What follows belongs to an exercise in optimizing a design on an open flow for small area, a short achievable clock period and few clock cycles; a production flow would make more cautious choices. At most, simulation tests tie the RTL to the original design; equivalence was not proved. No functional check of the RTL was part of runs 1 to 3.

`config.mk`:
```
export PLATFORM = sky130hd
export DESIGN_NAME = sonpe
export DESIGN_NICKNAME = sonpe
export VERILOG_FILES = /design/flow/design.v
export SDC_FILE = /design/flow/constraint.sdc
export NUM_CORES = 4
export LEC_CHECK = 0
export CAP_MARGIN = 20
export CORE_MARGIN = 2
export CORE_UTILIZATION = 40
export CTS_CLUSTER_DIAMETER = 80
export CTS_CLUSTER_SIZE = 24
export SETUP_SLACK_MARGIN = 5
export SLEW_MARGIN = 20
export SYNTH_HIERARCHICAL = 1
```
`constraint.sdc`:
```
create_clock -name core_clock -period 10.0 [get_ports {clk}]
set_input_delay 2.0000 -clock core_clock [delete_from_list [all_inputs] [get_ports {clk}]]
set_output_delay 2.0000 -clock core_clock [all_outputs]
set_load 0.01 [all_outputs]
```
`design.v`:
```
module sonpe_sha256 (
    input  wire         clk,
    input  wire         l63,       
    input  wire [31:0]  kn,        
    input  wire         sched,     
    input  wire [31:0]  wsrc,      
    output wire [31:0]  w0,        
    output wire [255:0] st         
);
    localparam [31:0] CA = 32'hfc08884d, CE = 32'h98c7e2a2, K0 = 32'h428a2f98;
    localparam [255:0] IV = {
        32'h6a09e667, 32'hbb67ae85, 32'h3c6ef372, 32'ha54ff53a,
        32'h510e527f, 32'h9b05688c, 32'h1f83d9ab, 32'h5be0cd19
    };
    reg  [31:0] a, b, c, d, e, f, g, h;
    reg  [31:0] hkw;
    reg         ld;        
    reg  [31:0] w [0:15];
    assign st = {a, b, c, d, e, f, g, h};
    assign w0 = w[14];
    wire [31:0] big_s0 = ({a[1:0], a[31:2]} ^ {a[12:0], a[31:13]} ^ {a[21:0], a[31:22]})
                         & {32{~ld}};
    wire [31:0] big_s1 = ({e[5:0], e[31:6]} ^ {e[10:0], e[31:11]} ^ {e[24:0], e[31:25]})
                         & {32{~ld}};
    wire [31:0] ch     = ((e & f) | (~e & g)) & {32{~ld}};
    wire [31:0] maj    = ((a & b) | (a & c) | (b & c)) & {32{~ld}};
    wire [31:0] dd     = ld ? (CE - CA) : d;
    function [63:0] csa;
        input [31:0] x, y, z;
        begin
            csa[31:0]  = x ^ y ^ z;
            csa[63:32] = {(x[30:0] & y[30:0]) | (x[30:0] & z[30:0]) |
                          (y[30:0] & z[30:0]), 1'b0};
        end
    endfunction
    wire [63:0] cs1    = csa(hkw, big_s1, ch);
    wire [63:0] cs2    = csa(cs1[31:0], cs1[63:32], big_s0);
    wire [63:0] cs3    = csa(cs2[31:0], cs2[63:32], maj);
    wire [63:0] cs4    = csa(cs1[31:0], cs1[63:32], dd);
    wire [31:0] a_n, e_n;
    sonpe_add32 u_adda (.x(cs3[31:0]), .y(cs3[63:32]), .s(a_n));
    sonpe_add32 u_adde (.x(cs4[31:0]), .y(cs4[63:32]), .s(e_n));
    wire [31:0] sm_s0  = {w[1][6:0], w[1][31:7]} ^ {w[1][17:0], w[1][31:18]} ^ (w[1] >> 3);
    wire [31:0] sm_s1  = {w[14][16:0], w[14][31:17]} ^ {w[14][18:0], w[14][31:19]} ^ (w[14] >> 10);
    wire [63:0] ws1    = csa(w[9], w[0], sm_s0);
    wire [63:0] ws2    = csa(ws1[31:0], ws1[63:32], sm_s1);
    wire [31:0] w_next;
    sonpe_add32 u_addw (.x(ws2[31:0]), .y(ws2[63:32]), .s(w_next));
    wire [31:0] h_nx   = ld ? IV[63:32] : (l63 ? (CA - K0) : g);
    wire [63:0] hk     = csa(h_nx, kn, w[15]);
    wire [31:0] hkw_n;
    sonpe_add32 u_addh (.x(hk[31:0]), .y(hk[63:32]), .s(hkw_n));
    integer i;
    always @(posedge clk) begin
        for (i = 0; i < 15; i = i + 1)
            w[i] <= w[i+1];
        w[15] <= sched ? w_next : wsrc;
        hkw   <= hkw_n;
        ld <= l63;
        a <= a_n;
        e <= e_n;
        if (ld) begin
            b <= IV[255:224];   c <= IV[223:192];   d <= IV[191:160];
            f <= IV[127:96];    g <= IV[95:64];     h <= IV[63:32];
        end else begin
            h <= g;
            g <= f;
            f <= e;
            d <= c;
            c <= b;
            b <= a;
        end
    end
endmodule
module sonpe_add32 (
    input  wire [31:0] x,
    input  wire [31:0] y,
    output wire [31:0] s
);
    assign s = x + y;
endmodule
module sonpe (
    input  wire         clk,
    input  wire         rst,           
    input  wire         start,
    input  wire [255:0] seed,          
    input  wire [63:0]  index,
    input  wire [63:0]  list_size,
    output wire         ready,
    output reg          done,
    output reg  [1:0]   err,           
    output wire [63:0]  result
);
    localparam [1:0] S_IDLE = 2'd0, S_CHECK = 2'd1, S_CHECK2 = 2'd3, S_RUN = 2'd2;
    localparam [31:0] IV0 = 32'h6a09e667, IV1 = 32'hbb67ae85, IV2 = 32'h3c6ef372,
                      IV3 = 32'ha54ff53a, IV4 = 32'h510e527f, IV5 = 32'h9b05688c,
                      IV6 = 32'h1f83d9ab, IV7 = 32'h5be0cd19;
    reg  [1:0]   state;
    reg          rdy;
    reg  [5:0]   t;            
    reg  [6:0]   k;            
    reg  [31:0]  ring [0:7];   
    reg  [39:0]  widx;         
    reg  [40:0]  n;
    reg  [39:0]  f;            
    reg          bor;
    reg          gt;           
    reg          hgt, heq;     
    reg          lbig;         
    reg  [64:0]  dv;           
    reg  [39:0]  rem;          
    reg          sbit;         
    reg          ef_lo, ef_big;
    wire         ef_idx = hgt || (heq && !ef_lo);
    reg          d0, d1, d2, d3, d4, d5, d6, d7, d13, d61, d62, d63, dseed, dsch;
    assign ready  = rdy;
    assign result = {24'd0, widx};
    wire [39:0]  pos = gt ? f : widx;
    wire [5:0]   tn = (state == S_CHECK) ? 6'd62 : t + 6'd1;
    wire [63:0] tdec = 64'd1 << t;
    localparam [63:0] KM0 = 64'h316c2dd4fd08a55f;
    localparam [63:0] KM1 = 64'h79f885345cdb360a;
    localparam [63:0] KM2 = 64'h23a6b06ad52f7a66;
    localparam [63:0] KM3 = 64'h9db30933037c128a;
    localparam [63:0] KM4 = 64'hea4cca1f28e05ad9;
    localparam [63:0] KM5 = 64'h79cc56b349187a34;
    localparam [63:0] KM6 = 64'h79f2430a7feedc5a;
    localparam [63:0] KM7 = 64'hf8cc24d28e77b6f7;
    localparam [63:0] KM8 = 64'ha942a62f7ea7df16;
    localparam [63:0] KM9 = 64'hadf21318af0121ee;
    localparam [63:0] KM10 = 64'h984f3146071b2e41;
    localparam [63:0] KM11 = 64'hda7d0af6cc6a8dc6;
    localparam [63:0] KM12 = 64'h4a06240814825d56;
    localparam [63:0] KM13 = 64'hfb5769cb662cd482;
    localparam [63:0] KM14 = 64'h5b638daa2581cd4f;
    localparam [63:0] KM15 = 64'h28b4caa0117652ae;
    localparam [63:0] KM16 = 64'h65811281d74ac3b5;
    localparam [63:0] KM17 = 64'h8cc16bf9b281d9a9;
    localparam [63:0] KM18 = 64'h0de9a48290953ced;
    localparam [63:0] KM19 = 64'haafa779f64cdfc60;
    localparam [63:0] KM20 = 64'h783d19c585f1fa7d;
    localparam [63:0] KM21 = 64'h6945c4d6d9f90a35;
    localparam [63:0] KM22 = 64'h761246702c5a301a;
    localparam [63:0] KM23 = 64'hafb498a0b86bf916;
    localparam [63:0] KM24 = 64'h002a8c2e940b645f;
    localparam [63:0] KM25 = 64'he03316d5ac532960;
    localparam [63:0] KM26 = 64'h7697341bfc6f8602;
    localparam [63:0] KM27 = 64'h2579810305bb20dc;
    localparam [63:0] KM28 = 64'h29adf85456e02dbb;
    localparam [63:0] KM29 = 64'h31ce2199874d8a4f;
    localparam [63:0] KM30 = 64'hc1f03e1e1871cc95;
    localparam [63:0] KM31 = 64'h7e003fe01f81f0e6;
    wire [31:0] kn = {|(tdec & KM31), |(tdec & KM30), |(tdec & KM29), |(tdec & KM28), |(tdec & KM27), |(tdec & KM26), |(tdec & KM25), |(tdec & KM24), |(tdec & KM23), |(tdec & KM22), |(tdec & KM21), |(tdec & KM20), |(tdec & KM19), |(tdec & KM18), |(tdec & KM17), |(tdec & KM16), |(tdec & KM15), |(tdec & KM14), |(tdec & KM13), |(tdec & KM12), |(tdec & KM11), |(tdec & KM10), |(tdec & KM9), |(tdec & KM8), |(tdec & KM7), |(tdec & KM6), |(tdec & KM5), |(tdec & KM4), |(tdec & KM3), |(tdec & KM2), |(tdec & KM1), |(tdec & KM0)};
    wire [6:0]  rs = k - 7'd2;
    reg  [31:0] msg_p, msg_s;
    always @(*) begin
        msg_p = 32'd0;
        msg_s = 32'd0;
        if (dseed) begin
            msg_p = ring[0];
            msg_s = ring[0];
        end else if (d6) begin
            msg_p = {1'b0, k, 8'h80, 16'h0000};
            msg_s = {1'b0, rs, pos[15:8], pos[23:16], pos[31:24]};
        end else if (d7) begin
            msg_s = {pos[39:32], 8'h80, 16'h0000};
        end else if (d13) begin
            msg_p = 32'h00000108;
            msg_s = 32'h00000128;
        end
    end
    wire [31:0]  w0_p, w0_s;
    wire [255:0] st_p, st_s;
    sonpe_sha256 u_piv (
        .clk(clk), .l63(d63), .kn(kn), .sched(dsch), .wsrc(msg_p),
        .w0(w0_p), .st(st_p)
    );
    sonpe_sha256 u_src (
        .clk(clk), .l63(d63), .kn(kn), .sched(dsch), .wsrc(msg_s),
        .w0(w0_s), .st(st_s)
    );
    wire [31:0] h0 = st_p[255:224] + IV0;
    wire [31:0] h1 = st_p[223:192] + IV1;
    wire [63:0] dig_le = {h1[7:0], h1[15:8], h1[23:16], h1[31:24],
                          h0[7:0], h0[15:8], h0[23:16], h0[31:24]};
    wire [39:0] rin   = d2 ? 40'd0 : rem;
    wire [40:0] rsh   = {rin, dv[64]};
    wire [41:0] rdif  = {1'b0, rsh} - {1'b0, n};
    wire [7:0]  psel = pos[7:0];
    reg  [31:0] siv;
    always @(*) begin
        case (psel[7:5])
            3'd0: siv = IV0;
            3'd1: siv = IV1;
            3'd2: siv = IV2;
            3'd3: siv = IV3;
            3'd4: siv = IV4;
            3'd5: siv = IV5;
            3'd6: siv = IV6;
            default: siv = IV7;
        endcase
    end
    wire        sw_en = (psel[6:5] == 2'd0) ? d0 :
                        (psel[6:5] == 2'd1) ? d63 :
                        (psel[6:5] == 2'd2) ? d62 : d61;
    wire [31:0] sw    = psel[7] ? st_s[127:96] : st_s[255:224];
    wire [31:0] ssum    = sw + siv;
    wire        src_bit = ssum[{~psel[4:3], psel[2:0]}];
    wire        chk   = (state == S_CHECK);
    wire [39:0] wsel  = sbit ? f : widx;
    wire [39:0] alu_a = chk ? n[39:0] : (d2 ? rem : f);
    wire [39:0] alu_b = (d3 && !chk) ? (n[39:0] & {40{bor}})
                                     : ~((d2 && sbit && !chk) ? f : widx);
    wire [40:0] alu_s = {1'b0, alu_a} + {1'b0, alu_b} + {40'd0, d2 && !chk};
    wire        e_big = lbig || (n[40] && (|n[39:0]));
    integer j;
    always @(posedge clk) begin
        t     <= tn;
        d0    <= (tn == 6'd0);
        d1    <= (tn == 6'd1);
        d2    <= (tn == 6'd2);
        d3    <= (tn == 6'd3);
        d4    <= (tn == 6'd4);
        d5    <= (tn == 6'd5);
        d6    <= (tn == 6'd6);
        d7    <= (tn == 6'd7);
        d13   <= (tn == 6'd13);
        d61   <= (tn == 6'd61);
        d62   <= (tn == 6'd62);
        d63   <= (tn == 6'd63);
        dseed <= (tn >= 6'd62) || (tn <= 6'd5);
        dsch  <= (tn >= 6'd14) && (tn <= 6'd61);
        if (state == S_CHECK)
            k <= 7'h7f;
        else if (d63)
            k <= k + 7'd1;
        for (j = 0; j < 8; j = j + 1)
            ring[j] <= ring[(j + 1) % 8];
        dv  <= d0 ? {dv[63], dig_le} : {dv[63:0], 1'b0};
        rem <= rdif[41] ? rsh[39:0] : rdif[39:0];
        if (d2)
            {bor, f} <= {~alu_s[40], alu_s[39:0]};
        if (d3)
            f <= alu_s[39:0];
        if (d4)
            gt <= alu_s[40];
        if (state != S_RUN || d2)
            sbit <= 1'b0;
        else if (sw_en)
            sbit <= src_bit && (d0 ? (k >= 7'd3) : (k >= 7'd2 && k != 7'h7f));
        ef_lo  <= alu_s[40];
        ef_big <= e_big;
        if (state == S_IDLE) begin
            for (j = 0; j < 8; j = j + 1)
                ring[(j + 1) % 8] <= {seed[32*j +: 8], seed[32*j+8 +: 8],
                                      seed[32*j+16 +: 8], seed[32*j+24 +: 8]};
            widx <= index[39:0];
            n    <= list_size[40:0];
            hgt  <= index[63:40] > list_size[63:40];
            heq  <= index[63:40] == list_size[63:40];
            lbig <= |list_size[63:41];
        end
        if (rst) begin
            state <= S_IDLE;
            rdy   <= 1'b1;
            done  <= 1'b0;
        end else begin
            done <= 1'b0;
            case (state)
                S_IDLE: if (start) begin
                    rdy   <= 1'b0;
                    state <= S_CHECK;
                end
                S_CHECK: state <= S_CHECK2;
                S_CHECK2: begin
                    if (ef_idx || ef_big) begin
                        err   <= ef_idx ? 2'd1 : 2'd2;
                        widx  <= 40'd0;
                        done  <= 1'b1;
                        rdy   <= 1'b1;
                        state <= S_IDLE;
                    end else begin
                        state <= S_RUN;
                    end
                end
                S_RUN: if (d2) begin
                    widx <= wsel;
                    if (k == 7'd92) begin
                        err   <= 2'd0;
                        done  <= 1'b1;
                        rdy   <= 1'b1;
                        state <= S_IDLE;
                    end
                end
                default: state <= S_IDLE;
            endcase
        end
    end
endmodule
```
`flow/run.sh`:
```
#!/bin/bash
set -euo pipefail
bash standard.sh 'BUFFER_PORTS_ARGS=-buffer_cell sky130_fd_sc_hd__buf_1' SETUP_SLACK_MARGIN=6.5 finish > standard.log 2>&1
```
`standard.sh`:
```
#!/bin/bash
# synth_recipe.tcl (not shown) runs the flow's synth.tcl, then flattens the netlist and writes it again
# the make line also repeats each setting of config.mk as NAME=value (left out here)
make -C /OpenROAD-flow-scripts/flow DESIGN_CONFIG=/design/flow/config.mk WORK_HOME=/design/flow/orfs CLKGATE_MAP_FILE= SYNTH_SCRIPT=/design/flow/synth_recipe.tcl "${@:-finish}"
```
==> flow_summary.ini, run 1 <==
[detailed_routing]
ant_nets = 0
drt_iter0_markers = 6959
drt_wl_total_um = 371000
viasPerCell = 5.42
wire_per_inst_um = 26.5
vias = 75800
drcViolationCount = 0
dr.pass1.iters = 6

[place]
port-buffer-count = 430
gp_congestion = 0.970
dp.cells = 12900
hpwl_um = 270000

[global_route]
overflow = 0
antenna_found_initial = 23
grt_use_total_pct = 28.5
grt_pass1_vias = 74200
grt_pass1_wl_um = 521000
grt_max_degree = 172

[final_layout]
n_fill_cell = 21700
multi_input_area_um2 = 60700
seq_area_um2 = 42900
final_nets = 11900
drive_gt1_share_pct = 30.1
area_delta_synth_final_pct = 27.9
finalCoreUtilization_pct = 51.4
finalNonFillerCells = 14000

[die]
die_y_um = 499
boundaryPins = 455
die_width_um = 499
rows = 181
core_area_um2 = 243000
die_area_um2 = 249000
initial_core_util_pct = 40.2

[yosys]
synthCells = 9648
avgSynthCellArea_um2 = 10.2
syn_area_um2 = 97900
ys_warn_count = 10

[critical_path]
endpoint_kind = flop
crit_arrival_ns = 5.38
crit_path_start_kind = flop
crit_type = reg2reg
cp_data_required_time_ns = 10.73
critPathMaxFanout = 8

[run_status]
status = timing/DRC/antenna clean

[clock_tree]
cts_tree = built
htreeDepth = 4
cts_sinks = 2059
worstSkewPairLatency_ns = 0.87
clockBufferDepth = 3
cts_made_buffers = 134
cts_hold_buf = 0
clkTransAtPathRegs_ns = 0.09
cts_root_buf = clkbuf_16

[sta]
finalSetupViolCount = 0
skew_ns = 0.0723
fin_crit_sh_pct = 46.5
worst_pin_slew_ns = 1.19
rsz0062_at_grt = yes
slew_headroom_pct = 18.5
finalSetupTns_ns = 0
clock.fmax_mhz = 215
period_minus_slack_ns = 4.65
hold_ws_ns = 0.311
drv_slew = 0
hold_viol_final = 0

[min_path]
hold_path_class = reg2reg

[run]
cap_violations = 0
metrics by stage:
stage / worst slack (ns) / area (um2)
floorplan: 5.93 / 100000
global placement: 4.03 / 104000
detailed placement: 4.12 / 104000
CTS: 5.45 / 119000
global route: 5.29 / 125000
finish: 5.35 / 125000
routing by layer:
layer	vias to the layer above	track usage, %	share of wire (%)	routed length, um
met5	-	0	0.039	145
met3	796	4.60	6.7	24800
li1	34400	-	-	-
met1	37700	39.0	43	161000
met4	10	11.3	5.2	19300
met2	2965	44.9	45	166000
worst max-delay path, stage by stage (launching register included):
cell        delay (ns)
dfxtp_4           0.38
inv_4             0.09
ha_4              0.20
clkinvlp_4        0.16
buf_6             0.15
nor2_4            0.25
nand2_4           0.14
buf_4             0.18
nand3_4           0.09
a21oi_1           0.08
o22a_1            0.25
nand3_1           0.10
buf_4             0.16
inv_1             0.10
fa_1              0.55
inv_1             0.06
ha_4              0.33
nand4_1           0.22
nor4_4            0.29
buf_4             0.16
and3_1            0.15
o21bai_4          0.15
buf_4             0.16
o311ai_4          0.09
flip-flops by register name, summed over array words and instances (netlist names), 40 cells and up:
name and count:
u_piv.w 512, dv 65, rem 40, n 41, f 40, u_src.w 512, widx 40, ring 256
placed cells by master (no fill, tap or decap), types with 54 or more instances in the layout:
cell type / n
buf_6: 189
nand2_1: 728
o21ai_0: 304
mux2i_1: 164
xnor2_2: 79
a21oi_2: 142
nand4_1: 85
o21bai_1: 69
clkbuf_16: 147
nand3_1: 111
buf_1: 400
xor2_1: 279
nor2_4: 63
mux2_2: 329
or2_2: 203
nor2b_1: 214
fa_2: 78
inv_1: 596
nor3_1: 80
o21ai_1: 63
nand2_2: 54
edfxtp_1: 128
fa_1: 355
dfxtp_1: 1786
nor2_1: 457
o21ai_2: 70
ha_4: 175
ha_1: 183
dfxtp_4: 101
o21a_1: 65
maj3_1: 61
a21oi_1: 330
buf_4: 578
a21o_1: 136
nor2_2: 89
xnor2_1: 470
cell type report:
cell class                 count  area share [%]
inverter                     657            2.03
antenna                       12          0.0240
timing repair buffer        1283            8.34
sequential                  2059            34.3
clock buffer                 144            2.75
multi-input combinational   6551            48.4
tap                         3202            3.20
timing repair inverter         1         0.00899
clock inverter                73           0.934
worst paths after layout:
path                  startpoint             end  slack [ns]  depth (start not counted)
setup / recovery            t[1]   u_src.hkw[31]        5.35                         23
hold / removal    u_piv.w[2][22]  u_piv.w[1][22]        0.31                          0
setup reg to reg            t[1]   u_src.hkw[31]        5.35                         23
hold reg to reg   u_piv.w[2][22]  u_piv.w[1][22]        0.31                          0
what timing repair did:
item	4_1_cts	5_1_grt
resized for setup	1362	784
endpoints found under the setup margin	398	350
endpoints found under the hold margin	0	0
gates cloned	38	16
pin swaps	505	462
setup buffers	495	264
==> run 2, diff against run 1 <==
==> flow/run.sh (replaced) <==
#!/bin/bash
set -euo pipefail
bash standard.sh 'BUFFER_PORTS_ARGS=-buffer_cell sky130_fd_sc_hd__buf_1' SETUP_SLACK_MARGIN=6 finish > standard.log 2>&1
==> flow_summary.ini, run 2 <==
[sta]
fin_crit_sh_pct = 46.2
skew_ns = 0.0643
period_minus_slack_ns = 4.62
drv_slew = 0
finalSetupTns_ns = 0
slew_headroom_pct = 15.1
worst_pin_slew_ns = 1.24
hold_viol_final = 0
rsz0062_at_grt = yes
finalSetupViolCount = 0
clock.fmax_mhz = 217

[detailed_routing]
drt_wl_total_um = 338000
vias = 73100
drt_iter0_markers = 6228
wire_per_inst_um = 24.8
viasPerCell = 5.36
dr.pass1.iters = 6
ant_nets = 0
drcViolationCount = 0

[clock_tree]
clockBufferDepth = 3
cts_tree = built
worstSkewPairLatency_ns = 0.87
htreeDepth = 4
cts_hold_buf = 0
clkTransAtPathRegs_ns = 0.10
cts_made_buffers = 130
cts_sinks = 2059
cts_root_buf = clkbuf_16

[global_route]
grt_pass1_wl_um = 487000
grt_pass1_vias = 72300
antenna_found_initial = 29
overflow = 0
grt_max_degree = 94
grt_use_total_pct = 26.3

[die]
die_width_um = 499
die_y_um = 499
initial_core_util_pct = 40.2
die_area_um2 = 249000
rows = 181
core_area_um2 = 243000
boundaryPins = 455

[min_path]
hold_path_class = reg2reg

[place]
port-buffer-count = 430
hpwl_um = 253000
gp_congestion = 0.982

[critical_path]
crit_arrival_ns = 5.40
endpoint_kind = flop
crit_type = reg2reg
cp_slowest_cell = nor4b_2
cp_data_required_time_ns = 10.78
cp_cell_sequence = inv_4, ha_4, buf_4, nand2_1, nor2_1, nor4_1, a31oi_1, nor4b_2, nand3_2, inv_1, fa_1, inv_1, ha_2, nand4_1, buf_4, nor4_4, and3_1, o21bai_4, or2_1, xor2_1
crit_path_start_kind = flop
critPathMaxFanout = 8
cpPeakStageDelay_ns = 0.43

[run_status]
status = timing/DRC/antenna clean

[final_layout]
area_delta_synth_final_pct = 20.4
top_regs = u_piv.w: 512 flops, u_src.w: 512 flops, ring: 256 flops
final_nets = 11600
layout_commonest_cell = dfxtp_1
drive_gt1_share_pct = 23.0
layout_common_cells = dfxtp_1, nand2_1, inv_1

[yosys]
avgSynthCellArea_um2 = 10.2
ys_warn_count = 10
synthCells = 9648
syn_area_um2 = 97900

[run]
cap_violations = 0
run 2: area by class of cell:
class                   count  area, um2
fillers                 22500     126000
multi-input cells        6544      56800
flip-flops and latches   2059      42900
repair buffers            968       7310
well taps                3202       4010
clock buffers             141       3370
inverters                 657       2510
clock inverters            64        976
diodes                     10       25.0
repair inverters            1       7.51
run 2: metal layers:
layer | vias to the layer above | share of wire (%) | GRT usage (%)
met5 | - | 0.028 | 0
met4 | 16 | 4.4 | 10.1
met3 | 576 | 6.8 | 4.64
met2 | 2615 | 43 | 39.3
met1 | 36200 | 46 | 37.5
li1 | 33700 | - | -
run 2: worst max-delay path: cells and delay by family (launching register included):
kind / cells / cell delay (ns)
DFF: 1 / 0.42
buffers and inverters: 5 / 0.68
and+or+nand+nor: 9 / 2.23
adders and majority gates: 3 / 0.86
AOI/OAI and AO/OA: 2 / 0.23
xor gates and xnor gates: 1 / 0.14
run 2: worst paths after layout:
| path | depth (start not counted) | startpoint | slack (ns) | to |
|---|---|---|---|---|
| worst max register to register | 20 | t[0] | 5.38 | u_piv.hkw[27] |
| worst min-delay path | 0 | u_src.w[13][31] | 0.30 | u_src.w[12][31] |
| worst min register to register | 0 | u_src.w[13][31] | 0.30 | u_src.w[12][31] |
| worst max-delay path | 20 | t[0] | 5.38 | u_piv.hkw[27] |
run 2: metrics by stage:
stage / utilization, % / instance area (um2) / setup WS, ns / hold slack (ns) / instances
after floorplan: - / 99000 / 5.95 / 0.310 / 9677
after global placement: 42.3 / 103000 / 4.08 / 0.310 / 12900
after detailed placement: 42.4 / 103000 / 4.03 / 0.312 / 12900
after CTS: 47.1 / 115000 / 5.51 / 0.300 / 13500
after global routing: 48.4 / 118000 / 5.30 / 0.307 / 13600
final: 48.4 / 118000 / 5.38 / 0.298 / 13600
run 2: timing repair:
action / CTS / global route
gates resized for setup: 924 / 462
pin swaps: 288 / 314
cloned: 34 / 6
buffers inserted: 317 / 129
setup endpoints to repair: 264 / 207
==> run 3, diff against run 2 <==
==> flow/run.sh (replaced) <==
#!/bin/bash
set -euo pipefail
bash standard.sh 'BUFFER_PORTS_ARGS=-buffer_cell sky130_fd_sc_hd__buf_1' SETUP_SLACK_MARGIN=5.5 finish > standard.log 2>&1
==> flow_summary.ini, run 3 <==
[global_route]
use_met3_pct = 4.65
grt_use_total_pct = 26.7
gr-usage-met1_pct = 38.2
grt_pass1_wl_um = 490000
grt_max_degree = 183
grt_pass1_vias = 70500
grt_util_met2_pct = 40.0
overflow = 0
busiest_layer = met2
antenna_found_initial = 39

[detailed_routing]
wire_per_inst_um = 25.8
drt_wl_total_um = 346000
vias = 72400
dr.pass1.iters = 6
ant_nets = 0
drt_iter0_markers = 6704
viasPerCell = 5.39
drcViolationCount = 0

[sta]
setup_ws_ns = 5.41
slew_headroom_pct = 14.2
hold_viol_final = 0
period_minus_slack_ns = 4.59
clock.fmax_mhz = 218
worst_pin_slew_ns = 1.25
hold_ws_ns = 0.313
skew_ns = 0.0667
rsz0062_at_grt = yes
finalSetupTns_ns = 0
fin_crit_sh_pct = 45.9
finalSetupViolCount = 0
drv_slew = 0

[die]
initial_core_util_pct = 40.2
die_width_um = 499
boundaryPins = 455
rows = 181
die_y_um = 499
core_area_um2 = 243000
die_area_um2 = 249000

[critical_path]
cp_cell_sequence = buf_12, buf_12, ha_4, nand2_2, a31oi_1, a21oi_2, nand3_1, or4_4, fa_1, ha_4, a211oi_4, nor2_2, o311ai_4, o311ai_4, buf_4, a21o_1, a21oi_2, xnor2_1
crit_type = reg2reg
critPathMaxFanout = 15
cp_slowest_cell = or4_4
critPathTopFamily = compound AO/OA/AOI/OAI gates
r2r_cells = 18
path_buf_inv = 3
cp_data_required_time_ns = 10.77
regToRegStartpoint = t[2]
crit_path_start_kind = flop
endpoint_kind = flop
cpPeakStageDelay_ns = 0.67
r2r_end = u_piv.hkw[19]
crit_arrival_ns = 5.36
r2r_slack_ns = 5.41

[run_status]
status = timing/DRC/antenna clean

[clock_tree]
cts_tree = built
cts_root_buf = clkbuf_16
clockBufferDepth = 3
cts_hold_buf = 0
clkTransAtPathRegs_ns = 0.09
htreeDepth = 4
worstSkewPairLatency_ns = 0.84
cts_sinks = 2059
cts_made_buffers = 134

[yosys]
ys_warn_count = 10
synthCells = 9648
syn_area_um2 = 97900
avgSynthCellArea_um2 = 10.2

[min_path]
hold_path_class = reg2reg
whs_endpoint = u_src.w[4][28]
hp-start = u_src.w[5][28]
hold-path-cell-count = 0

[final_layout]
layout_common_cells = dfxtp_1, nand2_1, inv_1
final_nets = 11400
seq_area_um2 = 42700
n_fill_cell = 22700
finalCoreUtilization_pct = 46.2
drive_gt1_share_pct = 16.5
area_delta_synth_final_pct = 15.0
multi_input_area_um2 = 53900
top_regs = u_piv.w: 512 flops, u_src.w: 512 flops, ring: 256 flops
layout_commonest_cell = dfxtp_1

[place]
hpwl_um = 267000
port-buffer-count = 430
gp_congestion = 0.995
pre_cts_ws_ns = 3.68

[run]
cap_violations = 0
run 3: cell types whose count changed in the layout (fill, tap and decap cells not counted), moves of 42 or more:
| cell | change |
|---|---|
| a21oi_1 | +64 |
| a21oi_2 | -52 |
| buf_4 | -165 |
| dfxtp_1 | +56 |
| dfxtp_4 | -46 |
| ha_1 | +85 |
| ha_4 | -65 |
| nor2_1 | +60 |
| nor2_2 | -42 |
run 3: how the worst max path moves through the flow:
stage          cells after the start             to  startpoint
4_1_cts                           19  u_src.hkw[27]        t[0]
2_1_floorplan                     20          f[37]    state[1]
3_5_place_dp                      17  u_src.hkw[27]        t[0]
6_report                          18  u_piv.hkw[19]        t[2]
5_1_grt                           21  u_src.hkw[29]        t[2]
3_3_place_gp                      17  u_src.hkw[27]        t[0]
run 3: layer usage:
layer	part of all wire [%]	vias to the layer above
met4	4.5	6
met3	6.8	581
met2	43	2690
met5	0.012	-
met1	46	35800
li1	-	33200
run 3: repair_timing:
item	in CTS	in global routing
gates cloned	15	10
setup endpoints to repair	204	117
buffers inserted	122	105
gates resized for setup	385	383
pin swaps	74	165
run 3: per-stage QoR:
stage,instances,instance area [um2]
finish,13400,113000
global route,13400,113000
CTS,13300,110000
detailed placement,12900,102000
global placement,12900,102000
floorplan,9677,98100
run 3: cell type report:
class,count,share of cell area (%)
Timing Repair Buffer,730,4.25
Clock inverter,79,1.12
Timing Repair inverter,1,0.00667
Clock buffer,140,3.02
Inverter,657,2.22
Antenna cell,12,0.0267
Sequential cell,2059,37.9
Multi-Input combinational cell,6548,47.9
Tap cell,3202,3.56
==> run 4, diff against run 3 <==
--- a/design.v
+++ b/design.v
@@ -105,19 +105,23 @@
     reg  [39:0]  f;            
     reg          bor;
     reg          gt;           
-    reg          hgt, heq;     
+    reg  [2:0]   hgtb, heqb;   
     reg          lbig;         
     reg  [64:0]  dv;           
     reg  [39:0]  rem;          
     reg          sbit;         
     reg          ef_lo, ef_big;
+    wire         hgt = hgtb[2] || (heqb[2] && (hgtb[1] || (heqb[1] && hgtb[0])));
+    wire         heq = &heqb;
     wire         ef_idx = hgt || (heq && !ef_lo);
     reg          d0, d1, d2, d3, d4, d5, d6, d7, d13, d61, d62, d63, dseed, dsch;
     assign ready  = rdy;
     assign result = {24'd0, widx};
     wire [39:0]  pos = gt ? f : widx;
     wire [5:0]   tn = (state == S_CHECK) ? 6'd62 : t + 6'd1;
-    wire [63:0] tdec = 64'd1 << t;
+    reg  [5:0]  u;
+    reg  [31:0] kn;
+    wire [63:0] tdec = 64'd1 << u;
     localparam [63:0] KM0 = 64'h316c2dd4fd08a55f;
     localparam [63:0] KM1 = 64'h79f885345cdb360a;
     localparam [63:0] KM2 = 64'h23a6b06ad52f7a66;
@@ -150,7 +154,7 @@
     localparam [63:0] KM29 = 64'h31ce2199874d8a4f;
     localparam [63:0] KM30 = 64'hc1f03e1e1871cc95;
     localparam [63:0] KM31 = 64'h7e003fe01f81f0e6;
-    wire [31:0] kn = {|(tdec & KM31), |(tdec & KM30), |(tdec & KM29), |(tdec & KM28), |(tdec & KM27), |(tdec & KM26), |(tdec & KM25), |(tdec & KM24), |(tdec & KM23), |(tdec & KM22), |(tdec & KM21), |(tdec & KM20), |(tdec & KM19), |(tdec & KM18), |(tdec & KM17), |(tdec & KM16), |(tdec & KM15), |(tdec & KM14), |(tdec & KM13), |(tdec & KM12), |(tdec & KM11), |(tdec & KM10), |(tdec & KM9), |(tdec & KM8), |(tdec & KM7), |(tdec & KM6), |(tdec & KM5), |(tdec & KM4), |(tdec & KM3), |(tdec & KM2), |(tdec & KM1), |(tdec & KM0)};
+    wire [31:0] kt = {|(tdec & KM31), |(tdec & KM30), |(tdec & KM29), |(tdec & KM28), |(tdec & KM27), |(tdec & KM26), |(tdec & KM25), |(tdec & KM24), |(tdec & KM23), |(tdec & KM22), |(tdec & KM21), |(tdec & KM20), |(tdec & KM19), |(tdec & KM18), |(tdec & KM17), |(tdec & KM16), |(tdec & KM15), |(tdec & KM14), |(tdec & KM13), |(tdec & KM12), |(tdec & KM11), |(tdec & KM10), |(tdec & KM9), |(tdec & KM8), |(tdec & KM7), |(tdec & KM6), |(tdec & KM5), |(tdec & KM4), |(tdec & KM3), |(tdec & KM2), |(tdec & KM1), |(tdec & KM0)};
     wire [6:0]  rs = k - 7'd2;
     reg  [31:0] msg_p, msg_s;
     always @(*) begin
@@ -185,7 +189,8 @@
                           h0[7:0], h0[15:8], h0[23:16], h0[31:24]};
     wire [39:0] rin   = d2 ? 40'd0 : rem;
     wire [40:0] rsh   = {rin, dv[64]};
-    wire [41:0] rdif  = {1'b0, rsh} - {1'b0, n};
+    wire [41:0] rdif;
+    sonpe_addc #(.W(42)) u_rsub (.x({1'b0, rsh}), .y(~{1'b0, n}), .ci(1'b1), .s(rdif));
     wire [7:0]  psel = pos[7:0];
     reg  [31:0] siv;
     always @(*) begin
@@ -211,7 +216,9 @@
     wire [39:0] alu_a = chk ? n[39:0] : (d2 ? rem : f);
     wire [39:0] alu_b = (d3 && !chk) ? (n[39:0] & {40{bor}})
                                      : ~((d2 && sbit && !chk) ? f : widx);
-    wire [40:0] alu_s = {1'b0, alu_a} + {1'b0, alu_b} + {40'd0, d2 && !chk};
+    wire [40:0] alu_s;
+    sonpe_addc #(.W(41)) u_alu (.x({1'b0, alu_a}), .y({1'b0, alu_b}), .ci(d2 && !chk),
+                                .s(alu_s));
     wire        e_big = lbig || (n[40] && (|n[39:0]));
     integer j;
     always @(posedge clk) begin
@@ -229,6 +236,8 @@
         d62   <= (tn == 6'd62);
         d63   <= (tn == 6'd63);
         dseed <= (tn >= 6'd62) || (tn <= 6'd5);
+        u     <= (state == S_CHECK) ? 6'd63 : u + 6'd1;
+        kn    <= kt;
         dsch  <= (tn >= 6'd14) && (tn <= 6'd61);
         if (state == S_CHECK)
             k <= 7'h7f;
@@ -256,8 +265,10 @@
                                       seed[32*j+16 +: 8], seed[32*j+24 +: 8]};
             widx <= index[39:0];
             n    <= list_size[40:0];
-            hgt  <= index[63:40] > list_size[63:40];
-            heq  <= index[63:40] == list_size[63:40];
+            for (j = 0; j < 3; j = j + 1) begin
+                hgtb[j] <= index[40+8*j +: 8] > list_size[40+8*j +: 8];
+                heqb[j] <= index[40+8*j +: 8] == list_size[40+8*j +: 8];
+            end
             lbig <= |list_size[63:41];
         end
         if (rst) begin
@@ -297,3 +308,13 @@
         end
     end
 endmodule
+module sonpe_addc #(
+    parameter W = 41
+) (
+    input  wire [W-1:0] x,
+    input  wire [W-1:0] y,
+    input  wire         ci,
+    output wire [W-1:0] s
+);
+    assign s = x + y + {{(W-1){1'b0}}, ci};
+endmodule
==> flow_summary.ini, run 4 <==
[yosys]
syn_area_um2 = 100000
synthCells = 9890
avgSynthCellArea_um2 = 10.2
ys_warn_count = 10

[sta]
hold_viol_final = 0
hold_ws_ns = 0.298
period_minus_slack_ns = 4.46
rsz0062_at_grt = yes
finalSetupViolCount = 0
worst_pin_slew_ns = 1.27
skew_ns = 0.0644
clock.fmax_mhz = 224
drv_slew = 0
slew_headroom_pct = 15.0
finalSetupTns_ns = 0
fin_crit_sh_pct = 44.6

[die]
die_width_um = 505
rows = 183
core_area_um2 = 249000
initial_core_util_pct = 40.3
die_area_um2 = 255000
die_y_um = 505
boundaryPins = 455

[global_route]
busiest_layer = met2
antenna_found_initial = 25
use_met3_pct = 3.66
grt_max_degree = 156
grt_pass1_wl_um = 472000
gr-usage-met1_pct = 35.5
grt_pass1_vias = 70900
grt_util_met2_pct = 37.5
overflow = 0
grt_use_total_pct = 24.6

[critical_path]
cp_cell_sequence = xor2_1, xnor2_1, nor2_1, fa_1, fa_1, inv_1, fa_1, inv_1, ha_1, a21oi_1, o21a_1, a2bb2oi_2, o311ai_4, o2bb2ai_4, o21ai_0, xor2_1
crit_type = reg2reg
crit_arrival_ns = 5.19
endpoint_kind = flop
cpPeakStageDelay_ns = 0.53
cp_slowest_cell = fa_1
cp_data_required_time_ns = 10.73
critPathMaxFanout = 6
crit_path_start_kind = flop
cpMostUsedCell = fa_1

[run]
cap_violations = 0

[clock_tree]
htreeDepth = 4
clockBufferDepth = 3
cts_root_buf = clkbuf_16
cts_made_buffers = 133
clkTransAtPathRegs_ns = 0.09
cts_tree = built
cts_sinks = 2101
worstSkewPairLatency_ns = 0.87

[min_path]
hold_path_class = reg2reg

[detailed_routing]
dr.pass1.iters = 6
vias = 71700
viasPerCell = 5.29
wire_per_inst_um = 23.8
ant_nets = 0
drt_wl_total_um = 323000
drt_iter0_markers = 6292
drcViolationCount = 0

[final_layout]
drive_gt1_share_pct = 12.2
area_delta_synth_final_pct = 10.6
top_regs = u_piv.w: 512 flops, u_src.w: 512 flops, ring: 256 flops
final_nets = 11400
layout_commonest_cell = dfxtp_1
final_cell_area_um2 = 111000
layout_common_cells = dfxtp_1, nand2_1, inv_1

[place]
gp_congestion = 0.985
hpwl_um = 253000
placed_area_um2 = 105000
port-buffer-count = 430

[run_status]
status = timing/DRC/antenna clean
[run 4: changes by cell type in the layout (fill, tap and decap cells not counted), moves of 39 or more]
cell,delta
nand2_1,+41
a21oi_2,-39
nor2_1,+57
buf_4,-139
a21oi_1,+72
mux2_2,+41
ha_1,+45
[run 4: path summary, 6_finish.rpt]
path                       start              to  slack [ns]  cells past startpoint
setup / recovery     u_src.e[23]     u_src.a[25]        5.54                     16
hold / removal    u_src.w[8][17]  u_src.w[7][17]        0.30                      0
setup reg to reg     u_src.e[23]     u_src.a[25]        5.54                     16
hold reg to reg   u_src.w[8][17]  u_src.w[7][17]        0.30                      0
[run 4: layer usage]
layer / wire [um] / vias up
met4: 11800 / 6
met1: 150000 / 35200
met3: 20600 / 490
li1: - / 33600
met5: 42 / -
met2: 141000 / 2481
[run 4: layout make-up]
| cell class | count | area, um2 |
|---|---|---|
| antenna | 11 | 27.5 |
| clock buffer | 138 | 3360 |
| clock inverter | 74 | 1240 |
| fill | 23900 | 138000 |
| inverter | 657 | 2480 |
| multi-input combinational | 6706 | 53300 |
| sequential | 2101 | 43600 |
| tap | 3330 | 4170 |
| timing repair buffer | 546 | 2980 |
[run 4: critical path: cells and delay by family, from the launching register on]
kind                     cells  cell delay (ns)
adder cells (fa/ha/maj)      4             1.89
XOR/XNOR                     3             0.51
AND/OR/NAND/NOR              1             0.08
AO/OA/AOI/OAI                6             1.25
buffers and inverters        2             0.10
flip-flops                   1             0.48
[run 4: stage by stage]
step                setup slack (ns)  utilization, %  std cells
finish                          5.54            44.6      13600
global route                    5.42            44.6      13600
CTS                             5.44            44.2      13500
detailed placement              4.59            42.1      13300
global placement                4.69            42.1      13300
floorplan                       5.52               -       9923
[run 4: repair_timing]
action                                  CTS  global route
setup buffers                            11            35
pin swaps                                 4            21
endpoints found under the setup margin  139           103
cloned                                    6             6
hold buffers                              0             0
resized for setup                       103           143
Testbench counts of run 4, summed over its fixed seeds: cycles 141,484.
==> run 5, diff against run 4 <==
--- a/config.mk
+++ b/config.mk
@@ -5,6 +5,7 @@
 export SDC_FILE = /design/flow/constraint.sdc
 export NUM_CORES = 4
 export LEC_CHECK = 0
+export ABC_AREA = 1
 export CAP_MARGIN = 20
 export CORE_MARGIN = 2
 export CORE_UTILIZATION = 40
==> flow_summary.ini, run 5 <==
[run_status]
status = timing/DRC/antenna clean

[clock_tree]
cts_root_buf = clkbuf_16
worstSkewPairLatency_ns = 0.90
cts_tree = built
cts_made_buffers = 149
clockBufferDepth = 4
cts_sinks = 2101
cts_hold_buf = 0
htreeDepth = 4
clkTransAtPathRegs_ns = 0.10

[yosys]
synthCells = 13900
ys_warn_count = 10
avgSynthCellArea_um2 = 7.69
syn_area_um2 = 107000

[place]
hpwl_um = 326000
gp_congestion = 1.06
port-buffer-count = 430
dp.cells = 17700

[global_route]
grt_max_degree = 175
grt_use_total_pct = 28.2
overflow = 0
antenna_found_initial = 43
grt_pass1_wl_um = 562000
grt_pass1_vias = 83300

[final_layout]
layout_commonest_cell = nand2_1
top_regs = u_piv.w: 512 flops, u_src.w: 512 flops, ring: 256 flops
n_fill_cell = 27700
layout_common_cells = nand2_1, inv_1, dfxtp_1
drive_gt1_share_pct = 5.68
final_nets = 15600
area_delta_synth_final_pct = 10.1
finalCoreUtilization_pct = 44.1
finalNonFillerCells = 18000

[min_path]
hold-path-cell-count = 0
hold_path_class = reg2reg

[critical_path]
crit_type = reg2reg
r2r_slack_ns = 5.69
crit_arrival_ns = 5.00
r2r_cells = 18
crit_path_start_kind = flop
cp_data_required_time_ns = 10.68
crit_path_start = u_src.e[30]
regToRegStartpoint = u_src.e[30]
critPathMaxFanout = 5
endpoint_kind = flop
endpoint = u_src.a[31]
r2r_end = u_src.a[31]

[die]
die_area_um2 = 272000
boundaryPins = 455
core_area_um2 = 267000
die_y_um = 522
initial_core_util_pct = 40.1
die_width_um = 522
rows = 190

[sta]
worst_pin_slew_ns = 1.35
skew_ns = 0.116
finalSetupViolCount = 0
slew_headroom_pct = 9.24
finalSetupTns_ns = 0
period_minus_slack_ns = 4.31
clock.fmax_mhz = 232
hold_ws_ns = 0.306
hold_viol_final = 0
fin_crit_sh_pct = 43.1
drv_slew = 0
rsz0062_at_grt = yes

[detailed_routing]
wire_per_inst_um = 21.9
drt_iter0_markers = 8580
ant_nets = 0
drt_wl_total_um = 394000
viasPerCell = 4.92
dr.pass1.iters = 8
vias = 88600
drcViolationCount = 0

[run]
cap_violations = 0
[run 5: cell type report]
type                       instances  area [um2]  area share, %
clock buffer                     165        3860           3.27
tap                             3552        4440           3.77
sequential                      2101       43400           36.8
timing repair buffer             524        2500           2.12
antenna                           22        55.1         0.0467
multi-input combinational       9050       53100           45.1
clock inverter                    72         966          0.819
inverter                        2528        9540           8.09
[run 5: per-stage QoR]
stage	cell area [um2]	worst slack (ns)
after detailed placement	113000	5.07
final	118000	5.69
after floorplan	107000	6.35
after global placement	113000	5.04
after global routing	118000	5.50
after CTS	118000	5.50
[run 5: timing repair]
item	CTS	global route
hold endpoints to repair	0	0
setup endpoints to repair	51	64
buffers inserted	4	11
resized for setup	16	59
pin swaps	1	1
cloned	0	3
[run 5: metal layers]
layer | global-route usage, % | vias to the layer above | routed length (um)
li1 | - | 43200 | -
met1 | 39.9 | 41400 | 178000
met2 | 42.6 | 3405 | 166000
met3 | 6.01 | 569 | 34700
met4 | 8.94 | 24 | 14200
met5 | 0.316 | - | 264
[run 5: worst max-delay path, cell delays in order, from the launching register on]
cell	delay, ns
dfxtp_1	0.83
xor2_1	0.31
nor2_1	0.09
fa_1	0.53
fa_1	0.54
inv_1	0.05
fa_1	0.47
inv_1	0.05
ha_1	0.33
nand2_1	0.14
inv_1	0.05
a21oi_1	0.16
nand2_2	0.10
nand2_1	0.08
nand2_2	0.14
nand2_1	0.12
nand2_1	0.05
nand2_1	0.05
nand2_1	0.05
[run 5: how the worst min path moves through the flow]
stage | from | to | slack (ns)
detailed placement | u_piv.w[11][19] | u_piv.w[10][19] | 0.31
global placement | u_src.w[13][0] | u_src.w[12][0] | 0.31
finish | u_src.w[3][5] | u_src.w[2][5] | 0.31
floorplan | dv[63] | dv[64] | 0.31
CTS | u_piv.w[7][31] | u_piv.w[6][31] | 0.29
global route | u_piv.w[7][31] | u_piv.w[6][31] | 0.30
==> run 6, diff against run 5 <==
--- a/config.mk
+++ b/config.mk
@@ -5,12 +5,12 @@
 export SDC_FILE = /design/flow/constraint.sdc
 export NUM_CORES = 4
 export LEC_CHECK = 0
-export ABC_AREA = 1
 export CAP_MARGIN = 20
 export CORE_MARGIN = 2
-export CORE_UTILIZATION = 40
+export CORE_UTILIZATION = 55
 export CTS_CLUSTER_DIAMETER = 80
 export CTS_CLUSTER_SIZE = 24
+export PLACE_DENSITY = 0.65
 export SETUP_SLACK_MARGIN = 5
 export SLEW_MARGIN = 20
 export SYNTH_HIERARCHICAL = 1
==> flow_summary.ini, run 6 <==
[run_status]
status = timing/DRC/antenna clean

[min_path]
hp-start = u_piv.w[11][25]
hold_path_class = reg2reg
whs_endpoint = u_piv.w[10][25]
hold-path-cell-count = 0

[critical_path]
endpoint_kind = flop
critPathMaxFanout = 14
critPathTopFamily = compound AO/OA/AOI/OAI gates
r2r_cells = 18
crit_arrival_ns = 5.14
path_buf_inv = 4
crit_path_start_kind = flop
cp_cell_sequence = buf_4, buf_4, mux2i_1, buf_4, inv_1, o21ai_1, ha_2, nor2_1, mux2_2, o31ai_1, o2111a_1, nor2_1, o21ai_2, a21oi_1, mux2i_1, or4b_1, o2111ai_1, a31oi_1
r2r_slack_ns = 5.52
regToRegStartpoint = gt
cpPeakStageDelay_ns = 0.52
cpMostUsedCell = buf_4
r2r_end = sbit
cp_slowest_cell = or4b_1
cp_data_required_time_ns = 10.66
crit_type = reg2reg

[clock_tree]
cts_made_buffers = 121
clkTransAtPathRegs_ns = 0.10
cts_hold_buf = 0
cts_sinks = 2101
cts_root_buf = clkbuf_16
cts_tree = built
clockBufferDepth = 3
htreeDepth = 3
worstSkewPairLatency_ns = 0.84

[final_layout]
layout_common_cells = dfxtp_1, nand2_1, inv_1
area_delta_synth_final_pct = 8.64
drive_gt1_share_pct = 11.8
multi_input_area_um2 = 53200
n_fill_cell = 15500
final_nets = 11400
seq_area_um2 = 43600
top_regs = u_piv.w: 512 flops, u_src.w: 512 flops, ring: 256 flops
layout_commonest_cell = dfxtp_1

[place]
pre_cts_ws_ns = 4.44
gp_congestion = 1.03
port-buffer-count = 430
hpwl_um = 243000

[die]
core_area_um2 = 181000
die_area_um2 = 186000
die_y_um = 431
initial_core_util_pct = 55.4
die_width_um = 431
boundaryPins = 455
rows = 156

[detailed_routing]
ant_nets = 0
drt_iter0_markers = 6278
route.met2.wl_um = 139000
wire_per_inst_um = 24.9
viasPerCell = 5.73
top_layer_used = met5
wl_met1_um = 139000
drt_wl_total_um = 313000
drcViolationCount = 0
vias = 72000
wl_met3_um = 23300
dr.pass1.iters = 8

[sta]
period_minus_slack_ns = 4.48
drv_slew = 0
hold_viol_final = 0
worst_pin_slew_ns = 1.11
rsz0062_at_grt = yes
setup_ws_ns = 5.52
finalSetupViolCount = 0
fin_crit_sh_pct = 44.8
slew_headroom_pct = 24.1
finalSetupTns_ns = 0
clock.fmax_mhz = 223
skew_ns = 0.0670

[global_route]
overflow = 0
grt_max_degree = 181
grt_pass1_wl_um = 455000
grt_pass1_vias = 70300
antenna_found_initial = 28
grt_use_total_pct = 32.7

[yosys]
ys_warn_count = 10
avgSynthCellArea_um2 = 10.2
synthCells = 9890
syn_area_um2 = 100000

[run]
cap_violations = 0
## run 6: worst max-delay path by stage
stage             start  endpoint  slack [ns]  cells past startpoint
4_1_cts        state[0]        gt        5.49                     18
6_report             gt      sbit        5.52                     18
3_5_place_dp   state[0]        gt        4.44                     18
2_1_floorplan  state[0]        gt        5.52                     19
3_3_place_gp   state[0]        gt        4.54                     18
5_1_grt              gt      sbit        5.33                     19
## run 6: repair_timing
item                       CTS  global route
hold endpoints to repair     0             0
setup endpoints to repair  186            90
cloned                       6             5
pin swaps                    2            22
resized for setup          107           125
setup buffers               11            34
## run 6: worst register-to-register path, delay by kind of cell, from the launching register on
kind,cells,cell delay (ns)
AO/OA/AOI/OAI,7,1.48
buffers and inverters,4,0.83
adder cells (fa/ha/maj),1,0.30
AND/OR/NAND/NOR,3,0.68
multiplexers,3,0.64
flip-flops,1,0.41
## run 6: layout make-up
cell class / count / share of cell area, %
flip-flops and latches: 2101 / 39.9
diodes: 8 / 0.0184
clock inverters: 56 / 0.755
clock buffers: 128 / 2.87
well taps: 2370 / 2.72
inverters: 657 / 2.28
repair buffers: 541 / 2.67
multi-input cells: 6706 / 48.8
## run 6: stage by stage
step	hold slack, ns	utilization (%)	instance area [um2]	std cells
after floorplan	0.310	-	101000	9923
after detailed placement	0.312	57.2	104000	12300
final	0.317	60.2	109000	12600
after CTS	0.315	59.8	108000	12500
after global placement	0.310	57.2	104000	12300
after global routing	0.326	60.2	109000	12600
## run 6: metal layers
layer / vias to the layer above / global-route usage, %
met5: - / 0
met4: 16 / 11.3
met3: 530 / 4.93
met2: 2728 / 50.8
met1: 35200 / 46.5
li1: 33600 / -
==> run 7, diff against run 6 <==
--- a/config.mk
+++ b/config.mk
@@ -7,10 +7,10 @@
 export LEC_CHECK = 0
 export CAP_MARGIN = 20
 export CORE_MARGIN = 2
-export CORE_UTILIZATION = 55
+export CORE_UTILIZATION = 62
 export CTS_CLUSTER_DIAMETER = 80
 export CTS_CLUSTER_SIZE = 24
-export PLACE_DENSITY = 0.65
+export PLACE_DENSITY = 0.72
 export SETUP_SLACK_MARGIN = 5
 export SLEW_MARGIN = 20
 export SYNTH_HIERARCHICAL = 1
==> flow_summary.ini, run 7 <==
[global_route]
overflow = 0
grt_use_total_pct = 37.8
grt_pass1_vias = 72000
grt_pass1_wl_um = 463000
grt_max_degree = 101
busiest_layer = met2
grt_util_met2_pct = 58.6
use_met3_pct = 6.45
gr-usage-met1_pct = 52.4
antenna_found_initial = 20

[detailed_routing]
ant_nets = 0
dr.pass1.iters = 6
wire_per_inst_um = 26.0
drcViolationCount = 0
vias = 74000
drt_iter0_markers = 8403
viasPerCell = 5.99
drt_wl_total_um = 322000

[clock_tree]
worstSkewPairLatency_ns = 0.83
cts_sinks = 2101
clockBufferDepth = 3
clkTransAtPathRegs_ns = 0.10
cts_root_buf = clkbuf_16
htreeDepth = 3
cts_tree = built
cts_hold_buf = 0
cts_made_buffers = 117

[final_layout]
final_nets = 11400
drive_gt1_share_pct = 11.9
finalNonFillerCells = 12400
seq_area_um2 = 43600
n_fill_cell = 12300
top_regs = u_piv.w: 512 flops, u_src.w: 512 flops, ring: 256 flops
layout_commonest_cell = dfxtp_1
layout_common_cells = dfxtp_1, nand2_1, inv_1
area_delta_synth_final_pct = 8.35
multi_input_area_um2 = 53200

[sta]
hold_viol_final = 0
setup_ws_ns = 5.53
clock.fmax_mhz = 224
finalSetupViolCount = 0
skew_ns = 0.0848
finalSetupTns_ns = 0
fin_crit_sh_pct = 44.7
slew_headroom_pct = 22.1
worst_pin_slew_ns = 1.17
drv_slew = 0
rsz0062_at_grt = yes
period_minus_slack_ns = 4.47

[critical_path]
cp_data_required_time_ns = 10.74
endpoint_kind = flop
r2r_end = u_src.hkw[27]
path_buf_inv = 3
critPathTopFamily = simple AND/OR/NAND/NOR gates
crit_type = reg2reg
crit_arrival_ns = 5.21
regToRegStartpoint = d63
cpPeakStageDelay_ns = 0.60
r2r_slack_ns = 5.53
cp_slowest_cell = nor4_2
critPathMaxFanout = 13
crit_path_start_kind = flop
endpoint = u_src.hkw[27]
crit_path_start = d63
crit_cells = 13
r2r_cells = 13
cp_cell_sequence = buf_4, clkinv_2, nand2_2, nor2_1, fa_1, inv_1, ha_1, nand4_1, nor4_2, nand2_1, o21bai_1, or2_1, xor2_1

[run_status]
status = timing/DRC/antenna clean

[die]
die_width_um = 406
die_y_um = 406
initial_core_util_pct = 62.5
core_area_um2 = 161000
rows = 147
boundaryPins = 455
die_area_um2 = 165000

[yosys]
synthCells = 9890
avgSynthCellArea_um2 = 10.2
syn_area_um2 = 100000
ys_warn_count = 10

[place]
port-buffer-count = 430
dp.cells = 12100
gp_congestion = 1.03
pre_cts_ws_ns = 4.71
hpwl_um = 242000

[run]
cap_violations = 0

[min_path]
hold_path_class = reg2reg
[run 7: area by class of cell]
type	instances	share of cell area (%)
multi-input cells	6706	48.9
flip-flops and latches	2101	40.0
repair buffers	557	2.81
clock buffers	124	2.77
well taps	2160	2.48
inverters	657	2.29
clock inverters	49	0.698
diodes	6	0.0138
[run 7: through the flow]
| stage | hold WS (ns) | util, % | instance area (um2) |
|---|---|---|---|
| floorplan | 0.310 | - | 101000 |
| global placement | 0.310 | 64.3 | 103000 |
| detailed placement | 0.312 | 64.3 | 103000 |
| CTS | 0.305 | 67.0 | 108000 |
| global route | 0.313 | 67.7 | 109000 |
| finish | 0.306 | 67.7 | 109000 |
[run 7: worst min path at each step]
| stage | startpoint | endpoint | slack [ns] | cells past startpoint |
|---|---|---|---|---|
| floorplan | dv[63] | dv[64] | 0.31 | 0 |
| global placement | u_src.w[11][26] | u_src.w[10][26] | 0.31 | 0 |
| detailed placement | u_piv.w[4][31] | u_piv.w[3][31] | 0.31 | 0 |
| CTS | u_piv.w[12][15] | u_piv.w[11][15] | 0.31 | 0 |
| global route | u_piv.w[12][15] | u_piv.w[11][15] | 0.31 | 0 |
| finish | u_piv.w[12][15] | u_piv.w[11][15] | 0.31 | 0 |
[run 7: repair_timing]
| action | CTS | global route |
|---|---|---|
| gates cloned | 5 | 7 |
| endpoints found under the hold margin | 0 | 0 |
| setup endpoints to repair | 93 | 63 |
| gates resized for setup | 101 | 135 |
| setup buffers | 12 | 42 |
| pin swaps | 5 | 20 |
[run 7: worst reg2reg max path, delay by kind of cell (launching register included)]
| family | cells | cell delay (ns) |
|---|---|---|
| AO/OA/AOI/OAI | 1 | 0.53 |
| XOR/XNOR | 1 | 0.22 |
| adder cells (fa/ha/maj) | 2 | 0.92 |
| buffers and inverters | 3 | 0.64 |
| flip-flops | 1 | 0.41 |
| AND/OR/NAND/NOR | 6 | 1.66 |
[run 7: layer usage]
layer | up-vias | part of all wire, %
met5 | - | 0.039
met4 | 18 | 4.8
met3 | 721 | 8.8
met2 | 3630 | 45
met1 | 36100 | 42
li1 | 33600 | -
==> run 8, diff against run 7 <==
==> flow/run.sh (replaced) <==
#!/bin/bash
set -euo pipefail
bash standard.sh 'BUFFER_PORTS_ARGS=-buffer_cell sky130_fd_sc_hd__buf_1' SETUP_SLACK_MARGIN=5.75 finish > standard.log 2>&1
--- a/config.mk
+++ b/config.mk
@@ -7,10 +7,9 @@
 export LEC_CHECK = 0
 export CAP_MARGIN = 20
 export CORE_MARGIN = 2
-export CORE_UTILIZATION = 62
+export CORE_UTILIZATION = 40
 export CTS_CLUSTER_DIAMETER = 80
 export CTS_CLUSTER_SIZE = 24
-export PLACE_DENSITY = 0.72
 export SETUP_SLACK_MARGIN = 5
 export SLEW_MARGIN = 20
 export SYNTH_HIERARCHICAL = 1
==> flow_summary.ini, run 8 <==
[final_layout]
top_regs = u_piv.w: 512 flops, u_src.w: 512 flops, ring: 256 flops
seq_area_um2 = 43700
n_fill_cell = 23700
layout_commonest_cell = dfxtp_1
drive_gt1_share_pct = 15.8
final_nets = 11500
layout_common_cells = dfxtp_1, nand2_1, inv_1
area_delta_synth_final_pct = 13.6
multi_input_area_um2 = 54900

[critical_path]
crit_cells = 15
cp_cell_sequence = xor2_2, xnor2_2, nor2_2, fa_2, fa_1, inv_1, fa_1, inv_1, ha_4, and3_4, o311ai_4, o311ai_4, o2bb2ai_4, o41ai_2, xor2_1
crit_path_start = u_src.e[12]
r2r_cells = 15
cp_data_required_time_ns = 10.77
cpPeakStageDelay_ns = 0.50
critPathTopFamily = adder cells
endpoint_kind = flop
r2r_end = u_src.a[29]
regToRegStartpoint = u_src.e[12]
crit_path_start_kind = flop
cp_slowest_cell = fa_1
crit_arrival_ns = 5.11
path_buf_inv = 2
crit_type = reg2reg
critPathMaxFanout = 6
r2r_slack_ns = 5.66
endpoint = u_src.a[29]

[clock_tree]
clkTransAtPathRegs_ns = 0.10
cts_sinks = 2101
worstSkewPairLatency_ns = 0.85
clockBufferDepth = 3
htreeDepth = 4
cts_tree = built
cts_made_buffers = 135
cts_hold_buf = 0
cts_root_buf = clkbuf_16

[detailed_routing]
viasPerCell = 5.30
drt_iter0_markers = 6774
wire_per_inst_um = 24.2
dr.pass1.iters = 9
drt_wl_total_um = 332000
ant_nets = 0
drcViolationCount = 0
vias = 72600

[sta]
setup_ws_ns = 5.66
slew_headroom_pct = 19.6
rsz0062_at_grt = yes
hold_viol_final = 0
worst_pin_slew_ns = 1.20
period_minus_slack_ns = 4.34
clock.fmax_mhz = 230
fin_crit_sh_pct = 43.4
hold_ws_ns = 0.308
finalSetupViolCount = 0
finalSetupTns_ns = 0
drv_slew = 0
skew_ns = 0.0680

[global_route]
antenna_found_initial = 20
overflow = 0
grt_max_degree = 198
grt_pass1_wl_um = 482000
grt_use_total_pct = 25.2
grt_pass1_vias = 71900

[place]
hpwl_um = 256000
pre_cts_ws_ns = 4.27
gp_congestion = 0.964
port-buffer-count = 430

[yosys]
ys_warn_count = 10
synthCells = 9890
syn_area_um2 = 100000
avgSynthCellArea_um2 = 10.2

[min_path]
hold_path_class = reg2reg

[die]
die_y_um = 505
die_area_um2 = 255000
core_area_um2 = 249000
initial_core_util_pct = 40.3
die_width_um = 505
boundaryPins = 455
rows = 183

[run_status]
status = timing/DRC/antenna clean

[run]
cap_violations = 0
[run 8: how the worst min path moves through the flow]
stage                          startpoint              end  cells past startpoint
final                      u_src.w[7][25]   u_src.w[6][25]                      0
after global placement     u_piv.w[8][24]   u_piv.w[7][24]                      0
after detailed placement   u_src.w[2][11]   u_src.w[1][11]                      0
after floorplan                    dv[63]           dv[64]                      0
after CTS                 u_src.w[12][24]  u_src.w[11][24]                      0
after global routing      u_src.w[13][28]  u_src.w[12][28]                      0
[run 8: worst reg2reg max path, stage by stage, from the launching register on]
cell       delay (ns)
dfxtp_4          0.40
xor2_2           0.20
xnor2_2          0.29
nor2_2           0.07
fa_2             0.46
fa_1             0.50
inv_1            0.05
fa_1             0.47
inv_1            0.06
ha_4             0.31
and3_4           0.20
o311ai_4         0.11
o311ai_4         0.44
o2bb2ai_4        0.15
o41ai_2          0.38
xor2_1           0.18
[run 8: what timing repair did]
action,in CTS,in global routing
setup endpoints to repair,242,122
setup buffers,83,84
pin swaps,47,119
gates cloned,12,7
gates resized for setup,329,298
[run 8: cell type report]
class / instances / share of cell area (%)
Multi-Input combinational cell: 6707 / 48.1
Clock buffer: 143 / 3.05
Inverter: 657 / 2.20
Timing Repair Buffer: 677 / 3.73
Clock inverter: 69 / 0.937
Tap cell: 3330 / 3.65
Antenna cell: 11 / 0.0241
Sequential cell: 2101 / 38.3
[run 8: routing by layer]
metal / part of all wire [%] / GRT usage (%) / routed length, um / vias up
met5: 0.0081 / 0 / 27 / -
met4: 3.3 / 7.40 / 11100 / 4
met3: 6.5 / 3.63 / 21600 / 480
met2: 44 / 38.7 / 146000 / 2544
met1: 46 / 36.5 / 153000 / 35700
li1: - / - / - / 33900
[run 8: through the flow]
| stage | cell area, um2 | utilization [%] | cells |
|---|---|---|---|
| floorplan | 101000 | - | 9923 |
| global placement | 105000 | 42.1 | 13300 |
| detailed placement | 105000 | 42.1 | 13300 |
| CTS | 112000 | 44.9 | 13600 |
| global route | 114000 | 45.8 | 13700 |
| finish | 114000 | 45.8 | 13700 |

## separate check: timing with driven ports
In the flow no input, the clock included, has a driving cell. The finished layouts below were timed again as built, in two steps. Step 1 sets driving cells, clkbuf_16 on the clock port and buf_2 on the other inputs (assumed; they add their load-dependent delay and slew). Step 2 adds t to the input delays and takes it off the output delays; t is the mean of the earliest and latest rising clock arrival at the registers after step 1. Input paths then give back, and output paths get back, about the clock's delay inside the block. Slacks: ideal ports / drivers / drivers and shift; pairs: ideal ports / drivers.
run | t, ns | setup WS [ns] | worst setup path after step 2 | worst slew at a driven data input, ns | cell pins on the clock port's net
run 1 | 0.921 | 5.347 / 5.347 / 5.347 | register to register | 0.17 | 1
run 2 | 0.930 | 5.382 / 5.382 / 5.382 | register to register | 0.18 | 1
run 3 | 0.891 | 5.414 / 5.414 / 5.414 | register to register | 0.25 | 1
run 4 | 0.924 | 5.541 / 5.541 / 5.541 | register to register | 0.11 | 1
run 5 | 0.943 | 5.687 / 5.687 / 5.687 | register to register | 0.18 | 1
run 6 | 0.902 | 5.519 / 5.519 / 5.519 | register to register | 0.17 | 1
run 7 | 0.885 | 5.528 / 5.528 / 5.528 | register to register | 0.09 | 1
run 8 | 0.907 | 5.655 / 5.655 / 5.655 | register to register | 0.13 | 1
After both steps setup and hold are still met in every run listed.
